This is an optimization exercise on Yosys and OpenROAD, whose aim is small area, a short achievable clock period and few clock cycles per item, not a production implementation.
At most, simulation tests tie the RTL to the original design; equivalence was not proved.
For runs 1, 5 and 7, only the layout was checked, not whether the RTL still works.

## config.mk

```make
export PLATFORM = sky130hd
export DESIGN_NAME = sm3_core
export DESIGN_NICKNAME = sm3_core
export VERILOG_FILES = /design/flow/design.v
export SDC_FILE = /design/flow/constraint.sdc
export NUM_CORES = 4
export LEC_CHECK = 0
export ABC_AREA = 1
export CAP_MARGIN = 20
export CORE_MARGIN = 2
export CORE_UTILIZATION = 40
export PLACE_DENSITY = 0.6
export SLEW_MARGIN = 20
```

## constraint.sdc

```tcl
create_clock -name core_clock -period 20.0 [get_ports {clk}]
set_input_delay 4.0000 -clock core_clock [delete_from_list [all_inputs] [get_ports {clk}]]
set_output_delay 4.0000 -clock core_clock [all_outputs]
set_load 0.01 [all_outputs]
```

## design.v

```verilog
module sm3_core (
    input  wire         clk,
    input  wire         rst,         
    input  wire         start_i,
    input  wire         first_i,
    input  wire [511:0] block_i,     
    output wire         ready_o,
    output reg          done_o,
    output wire [255:0] digest_o     
);
    localparam [255:0] IV = {32'h7380166F, 32'h4914B2B9, 32'h172442D7, 32'hDA8A0600,
                             32'hA96F30BC, 32'h163138AA, 32'hE38DEE4D, 32'hB0FB0E4E};
    localparam [31:0]  T0 = 32'h79CC4519;
    localparam [31:0]  T1 = 32'h7A879D8A;
    function [31:0] p0;
        input [31:0] x;
        begin
            p0 = x ^ {x[22:0], x[31:23]} ^ {x[14:0], x[31:15]};
        end
    endfunction
    function [31:0] p1;
        input [31:0] x;
        begin
            p1 = x ^ {x[16:0], x[31:17]} ^ {x[8:0], x[31:9]};
        end
    endfunction
    function [31:0] add32;
        input [31:0] x, y;
        reg   [31:0] g, p;
        integer i, d;
        begin
            g = x & y;
            p = x ^ y;
            for (d = 1; d < 32; d = d * 2)
                for (i = 0; i < 32; i = i + 1)
                    if (i & d) begin
                        g[i] = g[i] | (p[i] & g[(i & ~(d - 1)) - 1]);
                        p[i] = p[i] & p[(i & ~(d - 1)) - 1];
                    end
            add32 = x ^ y ^ {g[30:0], 1'b0};
        end
    endfunction
    reg          busy_q;                 
    reg          rdy_q;                  
    reg          rdyo_q;                 
    reg  [5:0]   cnt_q;                  
    reg          early_q;                
    reg          late_q;                 
    reg          cv_q;                   
    reg          rcv_q;                  
    reg          rncv_q;                 
    reg          vf_q;                   
    reg  [255:0] v_q;                    
    reg  [255:0] s_q;                    
    reg  [511:0] w_q;                    
    reg  [31:0]  k_q;                    
    wire [31:0] w0  = w_q[511:480];      
    wire [31:0] w3  = w_q[415:384];
    wire [31:0] w4  = w_q[383:352];
    wire [31:0] w7  = w_q[287:256];
    wire [31:0] w10 = w_q[191:160];
    wire [31:0] w13 = w_q[95:64];
    wire [31:0] w16 = p1(w0 ^ w7 ^ {w13[16:0], w13[31:17]})
                      ^ {w3[24:0], w3[31:25]} ^ w10;         
    wire [31:0] wp  = w0 ^ w4;                               
    wire [31:0] a, b, c, d, e, f, g, h;
    assign {a, b, c, d, e, f, g, h} = s_q;
    wire [31:0] a12 = {a[19:0], a[31:20]};
    wire [31:0] s0s = a12 ^ e ^ k_q;
    wire [31:0] s0c = (a12 & e) | (a12 & k_q) | (e & k_q);
    wire [31:0] sst = add32(s0s, {s0c[30:0], 1'b0});
    wire [31:0] ss1 = {sst[24:0], sst[31:25]};
    wire [31:0] ss2 = ss1 ^ a12;
    wire [31:0] ff  = ({32{early_q}} & (a ^ b ^ c)) | ({32{late_q}} & ((a & b) | (a & c) | (b & c)));
    wire [31:0] gg  = ({32{late_q}} & ((e & f) | (~e & g))) | ({32{early_q}} & (e ^ f ^ g));
    wire [31:0] t1s = ff ^ d ^ wp;
    wire [31:0] t1c = {((ff & d) | (ff & wp) | (d & wp)), 1'b0};
    wire [31:0] x1  = add32(t1s, t1c);
    wire [31:0] tt1 = add32(x1, ss2);
    wire [31:0] t2s = gg ^ h ^ w0;
    wire [31:0] t2c = {((gg & h) | (gg & w0) | (h & w0)), 1'b0};
    wire [31:0] x2  = add32(t2s, t2c);
    wire [31:0] tt2 = add32(x2, ss1);
    wire [255:0] s_next = {tt1, a, {b[22:0], b[31:23]}, c,
                           p0(tt2), e, {f[12:0], f[31:13]}, g};
    wire [511:0] w_next = {w_q[479:0], w16};
    wire         last   = busy_q & (cnt_q == 6'd63);
    wire         acc    = start_i & rdy_q;
    wire         sel_iv = first_i | ~cv_q;             
    wire         ld_v   = rcv_q & ~first_i;            
    wire         ld_iv  = rncv_q | (rdy_q & first_i);  
    wire [255:0] v_use  = vf_q ? IV : v_q;
    wire         busy_n = ~rst & (acc | (busy_q & ~last));
    wire         rdy_n  = rst | (~acc & (rdy_q | last));
    wire         cv_n   = ~rst & (cv_q | acc);
    wire [5:0]   j_next = busy_q ? cnt_q + 6'd1 : 6'd0;
    assign ready_o  = rdyo_q;
    assign digest_o = v_q;
    always @(posedge clk) begin
        s_q <= ({256{busy_q}} & s_next) | ({256{ld_v}} & v_q) | ({256{ld_iv}} & IV);
        w_q <= ({512{busy_q}} & w_next) | ({512{rdy_q}} & block_i);
        if (last)
            v_q <= v_use ^ s_next;
        if (!busy_q)
            k_q <= T0;
        else if (cnt_q == 6'd15)
            k_q <= {T1[15:0], T1[31:16]};
        else
            k_q <= {k_q[30:0], k_q[31]};
        early_q <= (j_next < 6'd16);
        late_q  <= (j_next >= 6'd16);
        busy_q <= busy_n;
        rdy_q  <= rdy_n;
        rdyo_q <= ~busy_n;
        cv_q   <= cv_n;
        rcv_q  <= rdy_n & cv_n;
        rncv_q <= rdy_n & ~cv_n;
        if (rst) begin
            cnt_q  <= 6'd0;
            done_o <= 1'b0;
        end else begin
            done_o <= last;
            if (busy_q)
                cnt_q <= cnt_q + 6'd1;
            if (acc)
                vf_q <= sel_iv;
        end
    end
endmodule
```

## flow/run.sh

```bash
#!/bin/bash
# Layout flow: the standard ORFS flow (standard synthesis unchanged),
# with each input and output port buffered by a small buf_1 cell instead of
# the delay buffer the placer picks by default, and a clock tree without
# dummy balancing loads.
set -euo pipefail
cd "$(dirname "$0")/.."
bash standard.sh "BUFFER_PORTS_ARGS=-buffer_cell sky130_fd_sc_hd__buf_1" \
  "CTS_ARGS=-sink_clustering_enable -repair_clock_nets -dont_use_dummy_load -buf_list sky130_fd_sc_hd__clkbuf_8 -root_buf sky130_fd_sc_hd__clkbuf_16 -sink_clustering_size 16 -sink_clustering_max_diameter 50" \
  finish > flow_make.log 2>&1
```

## standard.sh

```bash
#!/bin/bash
# synth_recipe.tcl (not shown) runs the flow's synth.tcl, then flattens the netlist and writes it again
# the make line also repeats each setting of config.mk as NAME=value (left out here)
make -C /OpenROAD-flow-scripts/flow DESIGN_CONFIG=/design/flow/config.mk WORK_HOME=/design/flow/orfs CLKGATE_MAP_FILE= SYNTH_SCRIPT=/design/flow/synth_recipe.tcl "${@:-finish}"
```

==> metrics.md, run 1 <==
| Metric | Value |
|---|---|
| Crit path kind | `reg2reg` |
| Final setup TNS | `0 ns` |
| Final WS setup | `13.12 ns` |
| Post-CTS Setup Bufs | `0` |
| Synth Area per Inst | `9.31 µm²` |
| Leading post-synthesis cells by cell area | `dfxtp_1 32%, edfxtp_1 15%, nand2_1 8.1%` |
| Hold Path Class | `reg2reg` |
| RSZ-0062 raised after global routing | `false` |
| Max_cap viols | `0` |
| EDFF count, synth | `257` |
| Setup Skew | `0.102 ns` |
| Placement Setup Slack | `13.36 ns` |
| Max Freq | `0.145 GHz` |
| Drt wl/cell | `27.4 µm` |
| Share of the synthesized area in the top cell type | `0.317` |
| Layout Nets | `7034` |
| Async SR Flop Fraction | `0` |
| Hold slack | `0.409 ns` |
| Commonest non-fill, non-tap cell in the layout | `nand2_1` |
| CP Capture Type | `flop` |
| Ys Warns | `1` |
| Ports | `774` |
| CP max stage cell | `dfxtp_1` |
| CP Launch Type | `flop` |
| Post-Syn Area | `51400 µm²` |
| Core Box Area | `128000 µm²` |
| Distinct cell type count after synthesis | `60` |
| Full die area | `131000 µm²` |
| Die width | `362 µm` |
| Root Driver | `clkbuf_16` |
| Crit path max fanout | `14` |
| Main flop type after synthesis | `dfxtp_1` |
| Hpwl dp | `172000 µm` |
| Vias in the first global route | `39300` |
| Worst Path Required | `20.40 ns` |
| IO buf count | `773` |
| Rows | `131` |
| Yosys top cell by area | `dfxtp_1` |
| Most frequent cells in the layout | `1116 x nand2_1, 811 x dfxtp_1, 773 x buf_1, 606 x inv_1, 461 x a22o_1` |
| Final core occ | `0.452` |
| Later-pin clock latency in the skew report | `0.73 ns` |
| Num CTS Buffers | `121` |
| Clock Sink Count | `1072` |
| Maximum clock path buffer count | `3` |
| Antenna violations before repair | `34` |
| Vias per inst | `5.33` |
| Fraction of layout cells with a size suffix above 1 | `0.0428` |
| Post-CTS Hold Fix Bufs | `0` |
| Die Height | `362 µm` |
| Run status | `finished clean` |
| Slew Viols, Final | `0` |
| Post_cts resized | `0` |
| Starting DRT DRC Count | `4135` |
| H-tree depth | `3` |
| Data arrival, critical path | `7.28 ns` |
| DRT Wirelength | `216000 µm` |
| CTS tree | `done` |
| Tcrit/Tclk final | `0.344` |
| Layout area overhead | `12.2%` |
| Synth Net Count | `6334` |
| DRT antenna net count | `0` |
| Final hold violation count | `0` |
| First-pass GRT wire length | `294000 µm` |
| Total grt overflow | `0` |
| Max_slew headroom | `0.166` |
| Worst-Margin Slew | `1.25 ns` |
| Slowest stage delay, CP | `0.69 ns` |
| Starting density of the core | `0.403` |
| Register area share after synthesis | `0.468` |
| FILL cells | `12600` |
| DR pass1 iterations | `6` |
| Worst-path clk slew | `0.10 ns` |
| Drt drc | `0` |
| Seq cells post-synth | `1072` |
| Total GRT Usage | `0.318` |
| RD Place Congestion | `0.960` |
| Final setup viols | `0` |
| Min Tclk post-route | `6.88 ns` |
| Largest net degree at the start of global routing | `178` |
| Post-Synthesis Cells | `5520` |
| Vias | `42000` |
==> cells in the mapped netlist (14+ instances only) <==
| cell | count |
|---|---|
| nand2_1 | 1116 |
| dfxtp_1 | 815 |
| inv_1 | 608 |
| a22o_1 | 461 |
| xor2_1 | 401 |
| a21oi_1 | 276 |
| edfxtp_1 | 257 |
| o21ai_0 | 249 |
| nor2_1 | 241 |
| clkbuf_1 | 219 |
| nand3_1 | 172 |
| xnor2_1 | 169 |
| ha_1 | 151 |
| fa_1 | 147 |
| nand2_2 | 37 |
| a221o_1 | 31 |
| or2_2 | 14 |
==> final timing paths <==
kind / endpoint / slack (ns) / startpoint / cells after the start
worst max-delay path: v_q[122] / 13.12 / s_q[101] / 29
worst min-delay path: w_q[85] / 0.41 / w_q[53] / 1
worst min register to register: w_q[85] / 0.41 / w_q[53] / 1
worst max register to register: v_q[122] / 13.12 / s_q[101] / 29
==> routing by layer <==
layer	global-route usage	part of all wire	wire length, µm
met1	0.393	0.39	85200
met3	0.0674	0.079	17000
met2	0.518	0.47	101000
met4	0.173	0.060	13000
met5	0	0.00086	187
==> registers in the layout, indices dropped and copies added (netlist names) <==
| signal | count |
|---|---|
| cnt_q | 6 |
| busy_q | 1 |
| rdy_q | 1 |
| late_q | 1 |
| v_q | 256 |
| rcv_q | 1 |
| done_o | 1 |
| rdyo_q | 1 |
| cv_q | 1 |
| rncv_q | 1 |
| w_q | 512 |
| s_q | 256 |
| vf_q | 1 |
| early_q | 1 |
| k_q | 32 |
==> critical path, delay by kind of cell, from the launching register on <==
kind	cells	cell delay (ns)
buf+inv	4	0.42
xor+xnor	5	1.53
fa+ha+maj	4	1.62
compound gates	9	1.48
simple gates	7	0.77
flops	1	0.69
==> cells by family after synthesis <==
family	share of synthesized area
compound gates	0.145
buf+inv	0.0629
simple gates	0.131
fa+ha+maj	0.0940
xor+xnor	0.0994
flops	0.468
==> through the flow <==
stage	cell area [µm²]	std cells
finish	57600	7893
global route	57600	7887
CTS	57600	7880
detailed placement	55800	7759
global placement	55800	7759
floorplan	51400	5520
==> cell type report <==
type	count	area [µm²]	area share
Clock buffer	121	1770	0.0306
Inverter	620	2340	0.0406
Tap cell	1662	2080	0.0361
Multi-Input combinational cell	3596	24200	0.419
Timing Repair Buffer	809	3230	0.0561
Antenna cell	13	32.5	0.000564
Sequential cell	1072	24000	0.417
==> inputs of run 2 (changes only) <==
--- a/design.v
+++ b/design.v
@@ -71,8 +71,8 @@
     wire [31:0] sst = add32(s0s, {s0c[30:0], 1'b0});
     wire [31:0] ss1 = {sst[24:0], sst[31:25]};
     wire [31:0] ss2 = ss1 ^ a12;
-    wire [31:0] ff  = ({32{early_q}} & (a ^ b ^ c)) | ({32{late_q}} & ((a & b) | (a & c) | (b & c)));
-    wire [31:0] gg  = ({32{late_q}} & ((e & f) | (~e & g))) | ({32{early_q}} & (e ^ f ^ g));
+    wire [31:0] ff  = early_q ? (a ^ b ^ c) : ((a & b) | (a & c) | (b & c));
+    wire [31:0] gg  = late_q ? ((e & f) | (~e & g)) : (e ^ f ^ g);
     wire [31:0] t1s = ff ^ d ^ wp;
     wire [31:0] t1c = {((ff & d) | (ff & wp) | (d & wp)), 1'b0};
     wire [31:0] x1  = add32(t1s, t1c);
--- a/config.mk
+++ b/config.mk
@@ -5,7 +5,6 @@
 export SDC_FILE = /design/flow/constraint.sdc
 export NUM_CORES = 4
 export LEC_CHECK = 0
-export ABC_AREA = 1
 export CAP_MARGIN = 20
 export CORE_MARGIN = 2
 export CORE_UTILIZATION = 40
==> metrics.md, run 2 <==
| Metric | Value |
|---|---|
| Run status | `finished clean` |
| Max_slew headroom | `0.158` |
| Largest net degree at the start of global routing | `238` |
| Min Tclk post-route | `7.53 ns` |
| First-pass GRT wire length | `278000 µm` |
| Tcrit/Tclk final | `0.377` |
| Later-pin clock latency in the skew report | `0.69 ns` |
| Antenna violations before repair | `25` |
| Starting density of the core | `0.404` |
| Max reg flops | `512` |
| IO buf count | `773` |
| DRT antenna net count | `0` |
| Regs by FF count | `w_q (512), s_q (256), v_q (256)` |
| Layout Nets | `5754` |
| EDFF count, synth | `257` |
| RSZ-0062 raised after global routing | `false` |
| Total GRT Usage | `0.315` |
| Worst Setup SP | `late_q` |
| Worst Path Required | `20.38 ns` |
| Commonest non-fill, non-tap cell in the layout | `dfxtp_1` |
| R2R Path Start | `late_q` |
| Layout area overhead | `12.5%` |
| Post-Synthesis Cells | `4249` |
| Final setup viols | `0` |
| Ys Warns | `1` |
| Post-CTS Hold Fix Bufs | `0` |
| Synth Net Count | `5063` |
| Hold slack | `0.423 ns` |
| FILL cells | `11500` |
| Drt drc | `0` |
| Yosys top cell by area | `dfxtp_1` |
| Post-Syn Area | `49200 µm²` |
| Core Box Area | `122000 µm²` |
| Die width | `355 µm` |
| Final hold violation count | `0` |
| Crit path kind | `reg2reg` |
| Met2 usage | `0.518` |
| CP Capture Type | `flop` |
| Hold Path Class | `reg2reg` |
| Max_cap viols | `0` |
| Crit path max fanout | `33` |
| Starting DRT DRC Count | `4169` |
| RD Place Congestion | `0.966` |
| Distinct cell type count after synthesis | `67` |
| Vias in the first global route | `35600` |
| Worst-path clk slew | `0.07 ns` |
| Drt wl/cell | `31.0 µm` |
| Die Height | `355 µm` |
| DRT Wirelength | `204000 µm` |
| Register area share after synthesis | `0.488` |
| H-tree depth | `3` |
| Post_cts resized | `0` |
| CP max stage cell | `xor3_1` |
| DR pass1 iterations | `6` |
| Met3 Usage GRT | `0.0607` |
| Reg with most FFs | `w_q` |
| Max Freq | `0.133 GHz` |
| Reg-to-reg critical path endpoint | `v_q[111]` |
| Maximum clock path buffer count | `3` |
| Root Driver | `clkbuf_16` |
| Data arrival, critical path | `7.91 ns` |
| Cell with the most instances after synthesis | `dfxtp_1` |
| Most frequent cells in the layout | `813 x dfxtp_1, 773 x buf_1, 605 x a22o_1, 572 x xnor2_1, 257 x edfxtp_1` |
| Slew Viols, Final | `0` |
| Slowest stage delay, CP | `0.57 ns` |
| Total grt overflow | `0` |
| Main flop type after synthesis | `dfxtp_1` |
| Ports | `774` |
| Clock Sink Count | `1072` |
| Top Usage Layer GRT | `met2` |
| Seq cells post-synth | `1072` |
| Worst-Margin Slew | `1.26 ns` |
| Num CTS Buffers | `120` |
| Share of the synthesized area in the top cell type | `0.332` |
| Fraction of layout cells with a size suffix above 1 | `0.0423` |
| Placement Setup Slack | `12.61 ns` |
| Worst Setup EP | `v_q[111]` |
| Final WS setup | `12.47 ns` |
| Met1 Use GR | `0.406` |
| Synth top cells by count | `815 x dfxtp_1, 605 x a22o_1, 572 x xnor2_1` |
| CP Launch Type | `flop` |
| Reg2Reg Setup Slack | `12.47 ns` |
| Post-CTS Setup Bufs | `0` |
| Setup Skew | `0.0872 ns` |
| Rows | `128` |
| Final setup TNS | `0 ns` |
| Leading post-synthesis cells by cell area | `dfxtp_1 33%, edfxtp_1 16%, a22o_1 11%` |
| Async SR Flop Fraction | `0` |
| CTS tree | `done` |
| Reg2Reg Depth | `29` |
| Synth Area per Inst | `11.6 µm²` |
| Full die area | `126000 µm²` |
| Vias | `36800` |
| Hpwl dp | `162000 µm` |
| Vias per inst | `5.60` |
[run 2: per-layer routing]
metal / part of all wire / wire, µm
met5: 0.00033 / 67
met3: 0.081 / 16500
met2: 0.47 / 96300
met1: 0.40 / 81800
met4: 0.044 / 8890
[run 2: logic make-up (layout without fill, tap and decap cells)]
family	after synthesis	in the layout	share of synthesized area
adder cells (fa/ha/maj)	298	298	0.0982
XOR/XNOR	733	733	0.132
multiplexers	64	64	0.0137
other	0	12	0
AND/OR/NAND/NOR	615	615	0.0603
buffers and inverters	425	1114	0.0324
flip-flops	1072	1072	0.488
AO/OA/AOI/OAI	1042	1042	0.175
[run 2: area by class of cell]
class / instances / area [µm²] / share of cell area
repair buffers: 801 / 3180 / 0.0574
flip-flops and latches: 1072 / 24000 / 0.434
multi-input cells: 2752 / 23600 / 0.426
well taps: 1625 / 2030 / 0.0367
clock buffers: 120 / 1750 / 0.0317
diodes: 12 / 30.0 / 0.000542
inverters: 193 / 724 / 0.0131
[run 2: worst min-delay path by stage]
stage / startpoint / endpoint / cells past startpoint
4_1_cts: w_q[351] / w_q[383] / 1
3_5_place_dp: w_q[158] / w_q[190] / 1
5_1_grt: w_q[107] / w_q[139] / 1
2_1_floorplan: w_q[96] / w_q[128] / 1
6_report: w_q[351] / w_q[383] / 1
3_3_place_gp: w_q[430] / w_q[462] / 1
[run 2: worst max-delay path, delay by kind of cell (launching register included)]
kind            cells  cell delay [ns]
buf+inv             5             1.17
flops               1             0.31
xor+xnor            4             1.31
simple gates        9             1.65
compound gates      8             1.73
fa+ha+maj           3             1.09
[run 2: per-stage QoR]
stage	area, µm²	utilization	cells
floorplan	49200	-	4249
global placement	53600	0.440	6443
detailed placement	53600	0.440	6443
CTS	55300	0.454	6563
global route	55300	0.454	6571
finish	55400	0.454	6575
Testbench counts of run 2, summed over its fixed seeds: cycles 83,208, items 1,280.
==> inputs of run 3 (changes only) <==
--- a/config.mk
+++ b/config.mk
@@ -5,6 +5,7 @@
 export SDC_FILE = /design/flow/constraint.sdc
 export NUM_CORES = 4
 export LEC_CHECK = 0
+export ABC_AREA = 1
 export CAP_MARGIN = 20
 export CORE_MARGIN = 2
 export CORE_UTILIZATION = 40
==> metrics.md, run 3 <==
| Metric | Value |
|---|---|
| Hold path cells | `1` |
| Num CTS Buffers | `120` |
| Max reg flops | `512` |
| Post-CTS Setup Bufs | `0` |
| Max_slew headroom | `0.271` |
| Data arrival, critical path | `6.70 ns` |
| IO buf count | `773` |
| Async SR Flop Fraction | `0` |
| Vias | `41300` |
| Crit path kind | `reg2reg` |
| CP Capture Type | `flop` |
| Hpwl dp | `172000 µm` |
| Layout area overhead | `12.1%` |
| H-tree depth | `3` |
| Reg-to-reg critical path endpoint | `v_q[122]` |
| Synth Net Count | `6161` |
| R2R Path Start | `late_q` |
| Largest net degree at the start of global routing | `224` |
| Starting DRT DRC Count | `4727` |
| EDFF count, synth | `257` |
| Final hold violation count | `0` |
| Core Box Area | `127000 µm²` |
| Drt drc | `0` |
| DRT Wirelength | `217000 µm` |
| Synth top cells by count | `1021 x nand2_1, 815 x dfxtp_1, 553 x inv_1` |
| RSZ-0062 raised after global routing | `false` |
| Ys Warns | `1` |
| Worst Path Required | `20.38 ns` |
| Share of the synthesized area in the top cell type | `0.319` |
| Cell with the most instances after synthesis | `nand2_1` |
| Total grt overflow | `0` |
| Post-Synthesis Cells | `5347` |
| Die width | `362 µm` |
| Crit path max fanout | `65` |
| Register area share after synthesis | `0.470` |
| Reg2Reg Depth | `27` |
| Distinct cell type count after synthesis | `60` |
| Drt wl/cell | `28.1 µm` |
| Min Tclk post-route | `6.32 ns` |
| Rows | `131` |
| Hold_sp | `w_q[290]` |
| Max Freq | `0.158 GHz` |
| Seq cells post-synth | `1072` |
| Root Driver | `clkbuf_16` |
| Slowest stage delay, CP | `0.49 ns` |
| CP max stage cell | `buf_4` |
| Tcrit/Tclk final | `0.316` |
| Post-Syn Area | `51100 µm²` |
| Slew Viols, Final | `0` |
| Post_cts resized | `0` |
| Starting density of the core | `0.402` |
| Antenna violations before repair | `46` |
| Reg2Reg Setup Slack | `13.68 ns` |
| Final core occ | `0.451` |
| FILL cells | `12500` |
| Main flop type after synthesis | `dfxtp_1` |
| Layout Nets | `6852` |
| Hold Path Class | `reg2reg` |
| Total GRT Usage | `0.321` |
| Commonest non-fill, non-tap cell in the layout | `nand2_1` |
| Run status | `finished clean` |
| Ports | `774` |
| Leading post-synthesis cells by cell area | `dfxtp_1 32%, edfxtp_1 15%, nand2_1 7.5%` |
| DR pass1 iterations | `6` |
| Synth Area per Inst | `9.56 µm²` |
| DRT antenna net count | `0` |
| RD Place Congestion | `0.998` |
| Most frequent CP cell | `xor2_1` |
| Vias per inst | `5.35` |
| Full die area | `131000 µm²` |
| Final setup viols | `0` |
| Regs by FF count | `w_q (512), s_q (256), v_q (256)` |
| Worst-path clk slew | `0.10 ns` |
| Later-pin clock latency in the skew report | `0.73 ns` |
| CP Launch Type | `flop` |
| Maximum clock path buffer count | `3` |
| Vias in the first global route | `38500` |
| Hold Path End | `w_q[322]` |
| Final setup TNS | `0 ns` |
| Die Height | `362 µm` |
| Setup Skew | `0.111 ns` |
| Fraction of layout cells with a size suffix above 1 | `0.0484` |
| Reg with most FFs | `w_q` |
| Post-CTS Hold Fix Bufs | `0` |
| Clock Sink Count | `1072` |
| Most frequent cells in the layout | `1021 x nand2_1, 813 x dfxtp_1, 773 x buf_1, 551 x inv_1, 427 x a22o_1` |
| First-pass GRT wire length | `293000 µm` |
| Yosys top cell by area | `dfxtp_1` |
| Max_cap viols | `0` |
| CTS tree | `done` |
| Worst-Margin Slew | `1.09 ns` |
==> run 3: cell types whose count changed after synthesis, moves of 39 or more <==
cell      delta
a221o_1     -57
inv_1      +360
a22o_1     -178
nand2_1    +899
nor2_1      +39
o21ai_0    +213
a21oi_1     +80
a21o_1      -41
xnor2_1    -370
nand2b_1   -136
nand3_1    +131
xor2_1     +241
==> run 3: critical path: cells and delay by family (launching register included) <==
family                   cells  cell delay, ns
adder cells (fa/ha/maj)      4            1.70
XOR/XNOR                     6            1.27
AO/OA/AOI/OAI                7            1.21
AND/OR/NAND/NOR              6            0.76
buffers and inverters        4            0.68
flip-flops                   1            0.30
==> run 3: cells by family (layout without fill, tap and decap cells) <==
| group | Yosys count | count (layout) | share of synthesized area |
|---|---|---|---|
| xor gates and xnor gates | 608 | 608 | 0.106 |
| other | 0 | 16 | 0 |
| buffers and inverters | 798 | 1487 | 0.0593 |
| AOI/OAI and AO/OA | 994 | 994 | 0.138 |
| muxes | 31 | 31 | 0.00675 |
| and+or+nand+nor | 1546 | 1546 | 0.125 |
| adders and majority gates | 298 | 298 | 0.0945 |
| DFF | 1072 | 1072 | 0.470 |
==> run 3: per-layer routing <==
metal | up-vias | share of wire | track usage
li1 | 19000 | - | -
met1 | 20000 | 0.40 | 0.409
met2 | 1892 | 0.47 | 0.516
met3 | 407 | 0.077 | 0.0611
met4 | 40 | 0.057 | 0.166
met5 | - | 0.0012 | 0
==> run 3: area by class of cell <==
type / count / area [µm²] / share of cell area
diodes: 16 / 40.0 / 0.000699
clock buffers: 120 / 1750 / 0.0306
inverters: 565 / 2140 / 0.0374
multi-input cells: 3477 / 24100 / 0.420
flip-flops and latches: 1072 / 24000 / 0.419
well taps: 1662 / 2080 / 0.0363
repair buffers: 802 / 3180 / 0.0555
==> run 3: worst max path at each step <==
stage	startpoint	to	slack [ns]
final	late_q	v_q[122]	13.68
after CTS	late_q	v_q[122]	13.74
after global placement	first_i	s_q[156]	13.22
after global routing	late_q	v_q[98]	13.12
after floorplan	cnt_q[0]	rcv_q	7.34
after detailed placement	first_i	s_q[164]	13.21
==> run 3: through the flow <==
stage | instances | hold slack, ns | area, µm² | worst slack [ns]
after floorplan | 5347 | 0.415 | 51100 | 7.34
after global placement | 7578 | 0.436 | 55500 | 13.22
after detailed placement | 7578 | 0.439 | 55500 | 13.21
after CTS | 7698 | 0.418 | 57300 | 13.74
after global routing | 7714 | 0.416 | 57300 | 13.12
final | 7714 | 0.426 | 57300 | 13.68
==> inputs of run 4 (changes only) <==
--- a/config.mk
+++ b/config.mk
@@ -8,6 +8,6 @@
 export ABC_AREA = 1
 export CAP_MARGIN = 20
 export CORE_MARGIN = 2
-export CORE_UTILIZATION = 40
-export PLACE_DENSITY = 0.6
+export CORE_UTILIZATION = 55
+export PLACE_DENSITY = 0.7
 export SLEW_MARGIN = 20
==> metrics.md, run 4 <==
| Metric | Value |
|---|---|
| Post-CTS Setup Bufs | `0` |
| Main flop type after synthesis | `dfxtp_1` |
| CP Capture Type | `flop` |
| H-tree depth | `3` |
| Synth top cells by count | `1021 x nand2_1, 815 x dfxtp_1, 553 x inv_1` |
| Top Usage Layer GRT | `met2` |
| Most frequent CP cell | `xor2_1` |
| Reg2Reg Depth | `27` |
| Placement Setup Slack | `13.77 ns` |
| Hold path cells | `1` |
| Final setup viols | `0` |
| CP Launch Type | `flop` |
| Clock Sink Count | `1072` |
| DRT Wirelength | `206000 µm` |
| Post-CTS Hold Fix Bufs | `0` |
| First-pass GRT wire length | `279000 µm` |
| CP bufs+invs | `4` |
| Cell Count, Final, Fillers Out | `7289` |
| Full die area | `95400 µm²` |
| Share of the synthesized area in the top cell type | `0.319` |
| Ports | `774` |
| Ys Warns | `1` |
| Reg-to-reg critical path endpoint | `v_q[122]` |
| Fraction of layout cells with a size suffix above 1 | `0.0473` |
| Starting DRT DRC Count | `5383` |
| Post-Synthesis Cells | `5347` |
| CP top delay family | `adder cells` |
| RSZ-0062 raised after global routing | `false` |
| FILL cells | `8071` |
| Post_cts resized | `0` |
| Min Tclk post-route | `6.27 ns` |
| Register area share after synthesis | `0.470` |
| Antenna violations before repair | `34` |
| Layout area overhead | `10.8%` |
| Final core occ | `0.616` |
| Crit path kind | `reg2reg` |
| Largest net degree at the start of global routing | `141` |
| Worst Path Required | `20.41 ns` |
| Final WS setup | `13.73 ns` |
| RD Place Congestion | `1.01` |
| Reg with most FFs | `w_q` |
| Hold_sp | `w_q[125]` |
| Root Driver | `clkbuf_16` |
| Commonest non-fill, non-tap cell in the layout | `nand2_1` |
| Cell with the most instances after synthesis | `nand2_1` |
| Final setup TNS | `0 ns` |
| Sequential cell area | `24000 µm²` |
| CP max stage cell | `buf_4` |
| DRT antenna net count | `0` |
| Total GRT Usage | `0.419` |
| Setup Skew | `0.0943 ns` |
| Num CTS Buffers | `111` |
| Met3 Usage GRT | `0.118` |
| Post-Syn Area | `51100 µm²` |
| Most frequent cells in the layout | `1021 x nand2_1, 813 x dfxtp_1, 773 x buf_1, 551 x inv_1, 427 x a22o_1` |
| Async SR Flop Fraction | `0` |
| Distinct cell type count after synthesis | `60` |
| Yosys top cell by area | `dfxtp_1` |
| Maximum clock path buffer count | `3` |
| DR pass1 iterations | `6` |
| Leading post-synthesis cells by cell area | `dfxtp_1 32%, edfxtp_1 15%, nand2_1 7.5%` |
| Seq cells post-synth | `1072` |
| Total grt overflow | `0` |
| Final hold violation count | `0` |
| Crit path max fanout | `65` |
| Met2 usage | `0.632` |
| IO buf count | `773` |
| Worst-Margin Slew | `1.25 ns` |
| Drt drc | `0` |
| Max_slew headroom | `0.157` |
| Hpwl dp | `164000 µm` |
| WP depth | `27` |
| Rows | `111` |
| Max reg flops | `512` |
| Slew Viols, Final | `0` |
| R2R Path Start | `late_q` |
| Synth Area per Inst | `9.56 µm²` |
| Multi-input gate area | `24100 µm²` |
| Slowest stage delay, CP | `0.53 ns` |
| Reg2Reg Setup Slack | `13.73 ns` |
| Vias per inst | `5.76` |
| Drt wl/cell | `28.2 µm` |
| Vias | `42000` |
| EDFF count, synth | `257` |
| Later-pin clock latency in the skew report | `0.69 ns` |
| Worst-path clk slew | `0.10 ns` |
| Run status | `finished clean` |
| Vias in the first global route | `38300` |
| Starting density of the core | `0.556` |
| Max_cap viols | `0` |
| Met1 Use GR | `0.545` |
| Die Height | `309 µm` |
| Max Freq | `0.160 GHz` |
| CTS tree | `done` |
| Layout Nets | `6845` |
| Synth Net Count | `6161` |
| Placed Instances | `7161` |
| Hold Path End | `w_q[157]` |
| Core Box Area | `91900 µm²` |
| Regs by FF count | `w_q (512), s_q (256), v_q (256)` |
| Die width | `309 µm` |
| Hold Path Class | `reg2reg` |
| Data arrival, critical path | `6.67 ns` |
| Tcrit/Tclk final | `0.313` |
run 4: cell families (layout without fill, tap and decap cells):
group	after synthesis	after routing	synth area share
AND/OR/NAND/NOR	1546	1546	0.125
flip-flops	1072	1072	0.470
AO/OA/AOI/OAI	994	994	0.138
buffers and inverters	798	1480	0.0593
XOR/XNOR	608	608	0.106
adder cells (fa/ha/maj)	298	298	0.0945
multiplexers	31	31	0.00675
other	0	17	0
run 4: per-layer routing:
| layer | part of all wire | wire (µm) | vias to the layer above |
|---|---|---|---|
| met1 | 0.38 | 78800 | 20200 |
| met5 | 0.00075 | 155 | - |
| met4 | 0.062 | 12700 | 24 |
| li1 | - | - | 18900 |
| met2 | 0.44 | 90400 | 2367 |
| met3 | 0.12 | 23700 | 446 |
run 4: worst max-delay path by stage:
stage	from	endpoint	slack, ns
floorplan	cnt_q[0]	rcv_q	7.34
global placement	first_i	s_q[62]	13.80
detailed placement	first_i	s_q[61]	13.77
CTS	late_q	v_q[122]	13.79
global route	s_q[227]	v_q[241]	13.32
finish	late_q	v_q[122]	13.73
run 4: final cells by class:
class,instances,share of cell area
Clock buffer,111,0.0288
Inverter,565,0.0377
Multi-Input combinational cell,3477,0.425
Antenna cell,17,0.000751
Sequential cell,1072,0.424
Tap cell,1243,0.0275
Timing Repair Buffer,804,0.0558
run 4: through the flow:
stage               cell area (µm²)  hold WS (ns)
floorplan                     51100         0.415
global placement              55000         0.435
detailed placement            55000         0.439
CTS                           56600         0.425
global route                  56600         0.450
finish                        56600         0.432
==> inputs of run 5 (changes only) <==
--- a/design.v
+++ b/design.v
@@ -75,8 +75,9 @@
     wire [31:0] gg  = late_q ? ((e & f) | (~e & g)) : (e ^ f ^ g);
     wire [31:0] t1s = ff ^ d ^ wp;
     wire [31:0] t1c = {((ff & d) | (ff & wp) | (d & wp)), 1'b0};
-    wire [31:0] x1  = add32(t1s, t1c);
-    wire [31:0] tt1 = add32(x1, ss2);
+    wire [31:0] u1s = t1s ^ t1c ^ ss2;
+    wire [31:0] u1c = {((t1s & t1c) | (t1s & ss2) | (t1c & ss2)), 1'b0};
+    wire [31:0] tt1 = add32(u1s, u1c);
     wire [31:0] t2s = gg ^ h ^ w0;
     wire [31:0] t2c = {((gg & h) | (gg & w0) | (h & w0)), 1'b0};
     wire [31:0] x2  = add32(t2s, t2c);
--- a/config.mk
+++ b/config.mk
@@ -8,6 +8,6 @@
 export ABC_AREA = 1
 export CAP_MARGIN = 20
 export CORE_MARGIN = 2
-export CORE_UTILIZATION = 55
-export PLACE_DENSITY = 0.7
+export CORE_UTILIZATION = 40
+export PLACE_DENSITY = 0.6
 export SLEW_MARGIN = 20
==> metrics.md, run 5 <==
| Metric | Value |
|---|---|
| Max reg flops | `512` |
| FILL cells | `12400` |
| Post-Synthesis Cells | `5322` |
| DRT antenna net count | `0` |
| Share of the synthesized area in the top cell type | `0.321` |
| Ports | `774` |
| Layout Nets | `6838` |
| Design area | `57000 µm²` |
| Vias in the first global route | `38800` |
| Post-CTS Setup Bufs | `0` |
| Reg2Reg Setup Slack | `13.31 ns` |
| Total grt overflow | `0` |
| DRT Wirelength | `212000 µm` |
| Drt drc | `0` |
| Die width | `360 µm` |
| Starting density of the core | `0.404` |
| Final WS setup | `13.31 ns` |
| Max_slew headroom | `0.272` |
| Hold_sp | `w_q[317]` |
| Setup Skew | `0.108 ns` |
| Reg with most FFs | `w_q` |
| Data arrival, critical path | `7.13 ns` |
| Async SR Flop Fraction | `0` |
| IO buf count | `773` |
| CP max stage cell | `dfxtp_1` |
| Min Tclk post-route | `6.69 ns` |
| Reg-to-reg critical path endpoint | `v_q[241]` |
| Synth Net Count | `6132` |
| Max_cap viols | `0` |
| Rows | `130` |
| Synth Area per Inst | `9.54 µm²` |
| Placed inst area | `55100 µm²` |
| Starting DRT DRC Count | `3827` |
| Ys Warns | `1` |
| Slew Viols, Final | `0` |
| First-pass GRT wire length | `291000 µm` |
| Most frequent cells in the layout | `1010 x nand2_1, 813 x dfxtp_1, 773 x buf_1, 626 x inv_1, 427 x a22o_1` |
| Vias per inst | `5.28` |
| CP Capture Type | `flop` |
| Commonest non-fill, non-tap cell in the layout | `nand2_1` |
| Post_cts resized | `0` |
| Post-CTS Hold Fix Bufs | `0` |
| Run status | `finished clean` |
| Top Usage Layer GRT | `met2` |
| RD Place Congestion | `0.985` |
| Synth top cells by count | `1010 x nand2_1, 815 x dfxtp_1, 627 x inv_1` |
| Distinct cell type count after synthesis | `54` |
| Register area share after synthesis | `0.474` |
| Vias | `40600` |
| Reg2Reg Depth | `32` |
| Final hold violation count | `0` |
| Post-Syn Area | `50800 µm²` |
| Hold path cells | `1` |
| Die Height | `360 µm` |
| Clock Sink Count | `1072` |
| Total GRT Usage | `0.318` |
| Worst Path Required | `20.44 ns` |
| H-tree depth | `4` |
| Fraction of layout cells with a size suffix above 1 | `0.0455` |
| Max Freq | `0.149 GHz` |
| Tcrit/Tclk final | `0.335` |
| Hold Path End | `w_q[349]` |
| EDFF count, synth | `257` |
| Final setup TNS | `0 ns` |
| Core Box Area | `126000 µm²` |
| Regs by FF count | `w_q (512), s_q (256), v_q (256)` |
| Seq cells post-synth | `1072` |
| Full die area | `130000 µm²` |
| Largest net degree at the start of global routing | `158` |
| Layout area overhead | `12.2%` |
| Root Driver | `clkbuf_16` |
| Leading post-synthesis cells by cell area | `dfxtp_1 32%, edfxtp_1 15%, nand2_1 7.5%` |
| CTS tree | `done` |
| Placement Setup Slack | `13.31 ns` |
| Crit path kind | `reg2reg` |
| Final setup viols | `0` |
| Met1 Use GR | `0.379` |
| Hpwl dp | `168000 µm` |
| Met2 usage | `0.546` |
| Met3 Usage GRT | `0.0647` |
| Maximum clock path buffer count | `3` |
| RSZ-0062 raised after global routing | `false` |
| Antenna violations before repair | `27` |
| Later-pin clock latency in the skew report | `0.77 ns` |
| Num CTS Buffers | `130` |
| Crit path max fanout | `13` |
| Slowest stage delay, CP | `0.64 ns` |
| Yosys top cell by area | `dfxtp_1` |
| Drt wl/cell | `27.5 µm` |
| Main flop type after synthesis | `dfxtp_1` |
| Hold Path Class | `reg2reg` |
| R2R Path Start | `s_q[248]` |
| Worst-path clk slew | `0.09 ns` |
| DR pass1 iterations | `6` |
| Cell with the most instances after synthesis | `nand2_1` |
| CP Launch Type | `flop` |
| Most frequent CP cell | `nand2_1` |
| Worst-Margin Slew | `1.09 ns` |
[run 5: changes by cell type after synthesis, sizes merged, moves of 18 or more]
cell    change
clkbuf     +18
ha         -29
inv        +77
fa         +25
buf        -21
xor2       -31
nand2      -24
a21oi      -30
[run 5: final cells by class]
cell class / instances / area [µm²] / area share
diodes: 13 / 32.5 / 0.000571
clock buffers: 130 / 1800 / 0.0316
inverters: 642 / 2420 / 0.0425
multi-input cells: 3378 / 23400 / 0.412
flip-flops and latches: 1072 / 24000 / 0.422
well taps: 1650 / 2060 / 0.0362
repair buffers: 804 / 3160 / 0.0555
[run 5: metrics by stage]
stage / std cells / hold WS (ns) / util
final: 7689 / 0.393 / 0.453
after global routing: 7686 / 0.393 / 0.453
after CTS: 7676 / 0.393 / 0.453
after detailed placement: 7546 / 0.440 / 0.438
after global placement: 7546 / 0.435 / 0.438
after floorplan: 5322 / 0.415 / -
[run 5: how the worst max path moves through the flow]
| stage | depth (start not counted) | end | startpoint | slack [ns] |
|---|---|---|---|---|
| after detailed placement | 7 | s_q[253] | first_i | 13.31 |
| after global routing | 32 | v_q[241] | s_q[248] | 12.94 |
| after floorplan | 11 | rcv_q | cnt_q[0] | 7.33 |
| after global placement | 7 | s_q[253] | first_i | 13.36 |
| after CTS | 32 | v_q[241] | s_q[248] | 13.39 |
| final | 32 | v_q[241] | s_q[248] | 13.31 |
[run 5: cells by family (layout without fill, tap and decap cells)]
group / after synthesis / count (layout) / share of synthesized area
simple gates: 1525 / 1525 / 0.123
compound gates: 964 / 964 / 0.135
buf+inv: 872 / 1576 / 0.0648
mux: 31 / 31 / 0.00688
other cells: 0 / 13 / 0
xor+xnor: 564 / 564 / 0.0984
fa+ha+maj: 294 / 294 / 0.0979
flops: 1072 / 1072 / 0.474
[run 5: critical path: cells and delay by family (launching register included)]
| kind | cells | cell delay, ns |
|---|---|---|
| adder cells (fa/ha/maj) | 5 | 2.31 |
| AND/OR/NAND/NOR | 18 | 2.01 |
| flip-flops | 1 | 0.64 |
| XOR/XNOR | 3 | 0.57 |
| AO/OA/AOI/OAI | 2 | 0.43 |
| buffers and inverters | 4 | 0.42 |
[run 5: layer usage]
layer,wire (µm),share of wire
met3,15300,0.072
met2,105000,0.49
met5,130,0.00061
met4,11200,0.053
met1,80400,0.38
==> inputs of run 6 (changes only) <==
--- a/design.v
+++ b/design.v
@@ -75,9 +75,8 @@
     wire [31:0] gg  = late_q ? ((e & f) | (~e & g)) : (e ^ f ^ g);
     wire [31:0] t1s = ff ^ d ^ wp;
     wire [31:0] t1c = {((ff & d) | (ff & wp) | (d & wp)), 1'b0};
-    wire [31:0] u1s = t1s ^ t1c ^ ss2;
-    wire [31:0] u1c = {((t1s & t1c) | (t1s & ss2) | (t1c & ss2)), 1'b0};
-    wire [31:0] tt1 = add32(u1s, u1c);
+    wire [31:0] x1  = add32(t1s, t1c);
+    wire [31:0] tt1 = add32(x1, ss2);
     wire [31:0] t2s = gg ^ h ^ w0;
     wire [31:0] t2c = {((gg & h) | (gg & w0) | (h & w0)), 1'b0};
     wire [31:0] x2  = add32(t2s, t2c);
==> flow/run.sh (replaced) <==
#!/bin/bash
# Layout flow: the standard ORFS flow (standard synthesis unchanged),
# with each input and output port buffered by a small buf_1 cell instead of
# the delay buffer the placer picks by default, and a clock tree without
# dummy balancing loads.
set -euo pipefail
cd "$(dirname "$0")/.."
bash standard.sh "BUFFER_PORTS_ARGS=-buffer_cell sky130_fd_sc_hd__buf_1" \
  "CTS_ARGS=-sink_clustering_enable -repair_clock_nets -dont_use_dummy_load -buf_list sky130_fd_sc_hd__clkbuf_4 -root_buf sky130_fd_sc_hd__clkbuf_16 -sink_clustering_size 8 -sink_clustering_max_diameter 30" \
  finish > flow_make.log 2>&1
==> metrics.md, run 6 <==
| Metric | Value |
|---|---|
| Run status | `complete, but fails checks` |
| SO Viols | `antenna violations` |
| RD Place Congestion | `0.998` |
| Max Freq | `0.159 GHz` |
| Die width | `362 µm` |
| Max reg flops | `512` |
| Max_cap viols | `0` |
| Tcrit/Tclk final | `0.315` |
| Design area | `58200 µm²` |
| EDFF count, synth | `257` |
| Final setup TNS | `0 ns` |
| Num CTS Buffers | `276` |
| Multi-input gate area | `24100 µm²` |
| Post-Syn Area | `51100 µm²` |
| Layout Nets | `7008` |
| CP Capture Type | `flop` |
| Final hold violation count | `0` |
| Main flop type after synthesis | `dfxtp_1` |
| IO buf count | `773` |
| Hpwl dp | `172000 µm` |
| Root Driver | `clkbuf_16` |
| Drt drc | `0` |
| Vias | `42400` |
| Register area share after synthesis | `0.470` |
| DRT Wirelength | `219000 µm` |
| Crit path kind | `reg2reg` |
| Drt wl/cell | `27.8 µm` |
| Rows | `131` |
| Sequential cell area | `24000 µm²` |
| Antenna violations before repair | `40` |
| Async SR Flop Fraction | `0` |
| Yosys top cell by area | `dfxtp_1` |
| FILL cells | `12500` |
| CTS tree | `done` |
| Slew Viols, Final | `0` |
| Crit path max fanout | `65` |
| Total grt overflow | `0` |
| Cell with the most instances after synthesis | `nand2_1` |
| Largest net degree at the start of global routing | `224` |
| Final setup viols | `0` |
| Worst-path clk slew | `0.09 ns` |
| Synth Area per Inst | `9.56 µm²` |
| Post-CTS Setup Bufs | `0` |
| Leading post-synthesis cells by cell area | `dfxtp_1 32%, edfxtp_1 15%, nand2_1 7.5%` |
| Full die area | `131000 µm²` |
| Post-CTS Hold Fix Bufs | `0` |
| RSZ-0062 raised after global routing | `false` |
| Post-Synthesis Cells | `5347` |
| Distinct cell type count after synthesis | `60` |
| Data arrival, critical path | `6.85 ns` |
| Min Tclk post-route | `6.29 ns` |
| Worst-Margin Slew | `1.15 ns` |
| Die Height | `362 µm` |
| Hold Path Class | `reg2reg` |
| Regs by FF count | `w_q (512), s_q (256), v_q (256)` |
| Total GRT Usage | `0.325` |
| DRT antenna net count | `1` |
| Starting DRT DRC Count | `4934` |
| Most frequent cells in the layout | `1021 x nand2_1, 813 x dfxtp_1, 773 x buf_1, 551 x inv_1, 427 x a22o_1` |
| CP Launch Type | `flop` |
| Seq cells post-synth | `1072` |
| Synth top cells by count | `1021 x nand2_1, 815 x dfxtp_1, 553 x inv_1` |
| Fraction of layout cells with a size suffix above 1 | `0.0724` |
| Later-pin clock latency in the skew report | `0.84 ns` |
| Placed inst area | `55500 µm²` |
| Layout area overhead | `13.9%` |
| Setup Skew | `0.0855 ns` |
| DR pass1 iterations | `6` |
| Worst Path Required | `20.56 ns` |
| First-pass GRT wire length | `297000 µm` |
| Maximum clock path buffer count | `4` |
| Vias in the first global route | `39900` |
| Post_cts resized | `0` |
| Starting density of the core | `0.402` |
| Ports | `774` |
| Share of the synthesized area in the top cell type | `0.319` |
| Vias per inst | `5.38` |
| Ys Warns | `1` |
| Synth Net Count | `6161` |
| H-tree depth | `5` |
| Commonest non-fill, non-tap cell in the layout | `nand2_1` |
| Clock Sink Count | `1072` |
| Max_slew headroom | `0.229` |
| Core Box Area | `127000 µm²` |
| Reg with most FFs | `w_q` |
run 6: cell count changes after synthesis, moves of 11 or more:
| cell | delta |
|---|---|
| a21oi_1 | +20 |
| buf_1 | +15 |
| clkbuf_1 | -18 |
| fa_1 | -25 |
| ha_1 | +29 |
| inv_1 | -74 |
| nand2_1 | +11 |
| nand2_2 | +11 |
| nand3_1 | -11 |
| xnor2_1 | +11 |
| xor2_1 | +27 |
run 6: cell families (layout without fill, tap and decap cells):
family | after synthesis | after routing | share of synthesized area
DFF | 1072 | 1072 | 0.470
muxes | 31 | 31 | 0.00675
and+or+nand+nor | 1546 | 1546 | 0.125
other | 0 | 29 | 0
adders and majority gates | 298 | 298 | 0.0945
xor gates and xnor gates | 608 | 608 | 0.106
AOI/OAI and AO/OA | 994 | 994 | 0.138
buffers and inverters | 798 | 1643 | 0.0593
run 6: through the flow:
step | utilization | hold WS, ns | std cells | worst slack [ns]
final | 0.458 | 0.418 | 7883 | 13.71
after global routing | 0.458 | 0.415 | 7875 | 13.23
after CTS | 0.457 | 0.421 | 7854 | 13.80
after detailed placement | 0.436 | 0.439 | 7578 | 13.21
after global placement | 0.436 | 0.436 | 7578 | 13.22
after floorplan | - | 0.415 | 5347 | 7.34
run 6: worst max-delay path, stage by stage, from the launching register on:
cell and delay (ns):
dfxtp_1 0.30, inv_1 0.04, buf_4 0.51, o21ai_0 0.20, xor2_1 0.21, fa_1 0.49
inv_1 0.05, ha_1 0.33, nand3_1 0.10, nand3_1 0.10, nand2_1 0.06, nand2_1 0.13
inv_1 0.10, o21bai_1 0.22, a21oi_1 0.13, o21ai_0 0.27, a21oi_1 0.13, xnor2_1 0.16
ha_1 0.40, nand2_1 0.17, o21ai_1 0.10, a21oi_2 0.16, nand2_4 0.20, fa_1 0.48
xor2_1 0.38, xor2_1 0.28, xor2_2 0.18, xor2_1 0.08
run 6: final cells by class:
type                    instances  share of cell area
clock buffers                 276              0.0455
diodes                         29             0.00125
repair buffers                802              0.0546
well taps                    1662              0.0357
multi-input cells            3477               0.413
inverters                     565              0.0368
flip-flops and latches       1072               0.413
run 6: layer usage:
metal	share of wire	global-route usage	wire, µm	vias up
met4	0.063	0.188	13800	26
met1	0.40	0.408	86600	20300
met2	0.46	0.512	100000	2190
met3	0.082	0.0725	18000	482
met5	0.00074	0	162	-
li1	-	-	-	19400
run 6: worst paths after layout:
check | start | to | slack [ns] | depth (start not counted)
min reg2reg | w_q[120] | w_q[152] | 0.42 | 1
max | late_q | v_q[122] | 13.71 | 27
min | w_q[120] | w_q[152] | 0.42 | 1
max reg2reg | late_q | v_q[122] | 13.71 | 27
Testbench counts of run 6, summed over its fixed seeds: cycles 83,208, items 1,280.
==> inputs of run 7 (changes only) <==
--- a/design.v
+++ b/design.v
@@ -51,6 +51,8 @@
     reg          rncv_q;                 
     reg          vf_q;                   
     reg  [255:0] v_q;                    
+    reg          vld_q;                  
+    reg          vhold_q;                
     reg  [255:0] s_q;                    
     reg  [511:0] w_q;                    
     reg  [31:0]  k_q;                    
@@ -99,8 +101,7 @@
     always @(posedge clk) begin
         s_q <= ({256{busy_q}} & s_next) | ({256{ld_v}} & v_q) | ({256{ld_iv}} & IV);
         w_q <= ({512{busy_q}} & w_next) | ({512{rdy_q}} & block_i);
-        if (last)
-            v_q <= v_use ^ s_next;
+        v_q <= ({256{vld_q}} & (v_use ^ s_next)) | ({256{vhold_q}} & v_q);
         if (!busy_q)
             k_q <= T0;
         else if (cnt_q == 6'd15)
@@ -109,6 +110,8 @@
             k_q <= {k_q[30:0], k_q[31]};
         early_q <= (j_next < 6'd16);
         late_q  <= (j_next >= 6'd16);
+        vld_q   <= ~rst & busy_q & (cnt_q == 6'd62);
+        vhold_q <= ~(~rst & busy_q & (cnt_q == 6'd62));
         busy_q <= busy_n;
         rdy_q  <= rdy_n;
         rdyo_q <= ~busy_n;
==> flow/run.sh (replaced) <==
#!/bin/bash
# Layout flow: the standard ORFS flow (standard synthesis unchanged),
# with each input and output port buffered by a small buf_1 cell instead of
# the delay buffer the placer picks by default, and a clock tree without
# dummy balancing loads.
set -euo pipefail
cd "$(dirname "$0")/.."
bash standard.sh "BUFFER_PORTS_ARGS=-buffer_cell sky130_fd_sc_hd__buf_1" \
  "CTS_ARGS=-sink_clustering_enable -repair_clock_nets -dont_use_dummy_load -buf_list sky130_fd_sc_hd__clkbuf_8 -root_buf sky130_fd_sc_hd__clkbuf_16 -sink_clustering_size 16 -sink_clustering_max_diameter 50" \
  finish > flow_make.log 2>&1
==> metrics.md, run 7 <==
| Metric | Value |
|---|---|
| Run status | `finished clean` |
| Share of the synthesized area in the top cell type | `0.422` |
| Layout area overhead | `11.9%` |
| Maximum clock path buffer count | `3` |
| Num CTS Buffers | `132` |
| Final setup TNS | `0 ns` |
| Largest net degree at the start of global routing | `200` |
| Vias | `45700` |
| Drt drc | `0` |
| Root Driver | `clkbuf_16` |
| Hold path cells | `1` |
| Die width | `361 µm` |
| Synth Net Count | `6565` |
| Placed inst area | `55100 µm²` |
| Crit path kind | `reg2reg` |
| Post_cts resized | `0` |
| Post-Syn Area | `50900 µm²` |
| Crit path max fanout | `8` |
| Full die area | `130000 µm²` |
| Seq cells post-synth | `1074` |
| Cell with the most instances after synthesis | `dfxtp_1` |
| Design area | `56900 µm²` |
| Yosys top cell by area | `dfxtp_1` |
| Post-CTS Setup Bufs | `0` |
| RD Place Congestion | `0.979` |
| Layout Nets | `7207` |
| Final core occ | `0.452` |
| Main flop type after synthesis | `dfxtp_1` |
| Async SR Flop Fraction | `0` |
| Rows | `130` |
| WP depth | `23` |
| Tcrit/Tclk final | `0.329` |
| CP Capture Type | `flop` |
| Regs by FF count | `w_q (512), s_q (256), v_q (256)` |
| EDFF count, synth | `1` |
| Data arrival, critical path | `7.15 ns` |
| Sequential cell area | `21500 µm²` |
| Reg2Reg Setup Slack | `13.41 ns` |
| Reg with most FFs | `w_q` |
| Max Freq | `0.152 GHz` |
| Vias in the first global route | `43100` |
| H-tree depth | `4` |
| Hpwl dp | `181000 µm` |
| Worst Path Required | `20.57 ns` |
| Fraction of layout cells with a size suffix above 1 | `0.0455` |
| DR pass1 iterations | `6` |
| CP bufs+invs | `1` |
| Distinct cell type count after synthesis | `62` |
| Total grt overflow | `0` |
| CP max stage cell | `dfxtp_1` |
| Reg2Reg Depth | `23` |
| Final hold violation count | `0` |
| Min Tclk post-route | `6.59 ns` |
| CTS tree | `done` |
| Die Height | `361 µm` |
| DRT antenna net count | `0` |
| CP Launch Type | `flop` |
| CP Cell Sequence | `fa_1 > mux2_2 > fa_1 > ha_1 > a21oi_1 > nand2_1 > nand3_1 > nand2_1 > nand2_1 > nand2_1 > fa_1 > xor2_1 > ha_1 > a21o_1 > a21oi_1 > o21bai_1 > nand2_1 > nand3_1 > inv_1 > nand2_1 > a21boi_0 > nand2_1 > o21ai_0` |
| Starting density of the core | `0.404` |
| Max_slew headroom | `0.216` |
| Synth Area per Inst | `8.85 µm²` |
| Most frequent cells in the layout | `1069 x dfxtp_1, 773 x buf_1, 768 x inv_1, 746 x nand2_1, 427 x a22o_1` |
| Starting DRT DRC Count | `5013` |
| Ys Warns | `1` |
| FILL cells | `12600` |
| Final setup viols | `0` |
| Max_cap viols | `0` |
| Leading post-synthesis cells by cell area | `dfxtp_1 42%, a22o_1 7.4%, fa_1 5.8%` |
| Clock Sink Count | `1074` |
| Total GRT Usage | `0.343` |
| Worst-path clk slew | `0.08 ns` |
| Multi-input gate area | `25300 µm²` |
| Most frequent CP cell | `nand2_1` |
| Ports | `774` |
| RSZ-0062 raised after global routing | `false` |
| DRT Wirelength | `231000 µm` |
| Register area share after synthesis | `0.423` |
| Post-Synthesis Cells | `5750` |
| CP top delay family | `adder cells` |
| Commonest non-fill, non-tap cell in the layout | `dfxtp_1` |
| First-pass GRT wire length | `318000 µm` |
| Max reg flops | `512` |
| Post-CTS Hold Fix Bufs | `0` |
| Core Box Area | `126000 µm²` |
| Setup Skew | `0.118 ns` |
| Later-pin clock latency in the skew report | `0.78 ns` |
| Antenna violations before repair | `37` |
| IO buf count | `773` |
| Drt wl/cell | `28.7 µm` |
| Slew Viols, Final | `0` |
| Worst-Margin Slew | `1.18 ns` |
| Hold Path Class | `reg2reg` |
| Synth top cells by count | `1073 x dfxtp_1, 769 x inv_1, 747 x nand2_1` |
| Vias per inst | `5.67` |
| Slowest stage delay, CP | `0.59 ns` |
-- run 7: cell types whose count changed after synthesis, moves of 80 or more --
cell | before | now
a21oi_1 | 149 | 266
clkbuf_1 | 202 | 282
dfxtp_1 | 815 | 1073
edfxtp_1 | 257 | 1
inv_1 | 553 | 769
nand2_1 | 1021 | 747
nor3_1 | 11 | 154
o22ai_1 | 1 | 137
o32ai_1 | 0 | 139
xor2_1 | 394 | 204
-- run 7: cells by family after synthesis --
kind of cell / Yosys count / synth area share
compound gates: 1463 / 0.207
simple gates: 1418 / 0.122
mux: 31 / 0.00679
flops: 1074 / 0.423
fa+ha+maj: 299 / 0.0952
xor+xnor: 375 / 0.0654
buf+inv: 1090 / 0.0808
-- run 7: metrics by stage --
stage	worst slack, ns	std cells	hold slack, ns
after floorplan	14.74	5750	0.430
after global placement	13.23	7908	0.435
after detailed placement	13.21	7908	0.439
after CTS	13.60	8040	0.400
after global routing	13.15	8054	0.420
final	13.41	8055	0.396
-- run 7: worst paths after layout --
check | from | endpoint
max | s_q[227] | s_q[249]
min | w_q[314] | w_q[346]
max reg2reg | s_q[227] | s_q[249]
min reg2reg | w_q[314] | w_q[346]
-- run 7: worst register-to-register path: stages (launching register included) --
cell	delay, ns
dfxtp_1	0.59
fa_1	0.46
mux2_2	0.28
fa_1	0.44
ha_1	0.33
a21oi_1	0.13
nand2_1	0.14
nand3_1	0.11
nand2_1	0.15
nand2_1	0.09
nand2_1	0.24
fa_1	0.51
xor2_1	0.40
ha_1	0.37
a21o_1	0.21
a21oi_1	0.21
o21bai_1	0.18
nand2_1	0.09
nand3_1	0.19
inv_1	0.10
nand2_1	0.18
a21boi_0	0.42
nand2_1	0.12
o21ai_0	0.47
-- run 7: final cells by class --
class | instances | area share
Timing Repair Buffer | 815 | 0.0572
Tap cell | 1650 | 0.0363
Antenna cell | 15 | 0.000659
Clock buffer | 132 | 0.0321
Sequential cell | 1074 | 0.378
Multi-Input combinational cell | 3586 | 0.444
Inverter | 783 | 0.0519
-- run 7: per-layer routing --
layer | vias up | GRT usage | share of wire
met5 | - | 0 | 0.00091
met1 | 22100 | 0.416 | 0.39
met4 | 30 | 0.207 | 0.069
li1 | 20900 | - | -
met2 | 2154 | 0.555 | 0.46
met3 | 483 | 0.0792 | 0.083

-- static timing again, ports no longer ideal --
How much do the figures lean on ideal ports? The routed layouts below were timed once more, with nothing changed but the port constraints.
Step 1: set_driving_cell puts a clkbuf_16 on clk and a buf_2 on each other input, an assumption about the parent block.
Step 2 moves the port delays by t, midway between the first and last clock arrival at a register: inputs arrive t later, outputs are due t later. That takes back most of the time a late clock gives input paths.
Three values: ideal, step 1, step 2; two values: the first two.
| run | shift t [ns] | setup slack, ns | cell pins on the clock port's net |
|---|---|---|---|
| run 1 | 0.765 | 13.122 / 13.122 / 13.122 | 1 |
| run 2 | 0.729 | 12.465 / 12.465 / 12.465 | 1 |
| run 3 | 0.757 | 13.679 / 13.679 / 13.147 | 1 |
| run 4 | 0.723 | 13.734 / 13.734 / 13.686 | 1 |
| run 5 | 0.790 | 13.307 / 13.307 / 13.182 | 1 |
| run 6 | 0.873 | 13.707 / 13.707 / 13.142 | 1 |
| run 7 | 0.796 | 13.412 / 13.412 / 13.081 | 1 |
For run 6, which loses most, drivers alone change the setup slack by 0.000 ns; drivers and shift together by -0.565 ns.
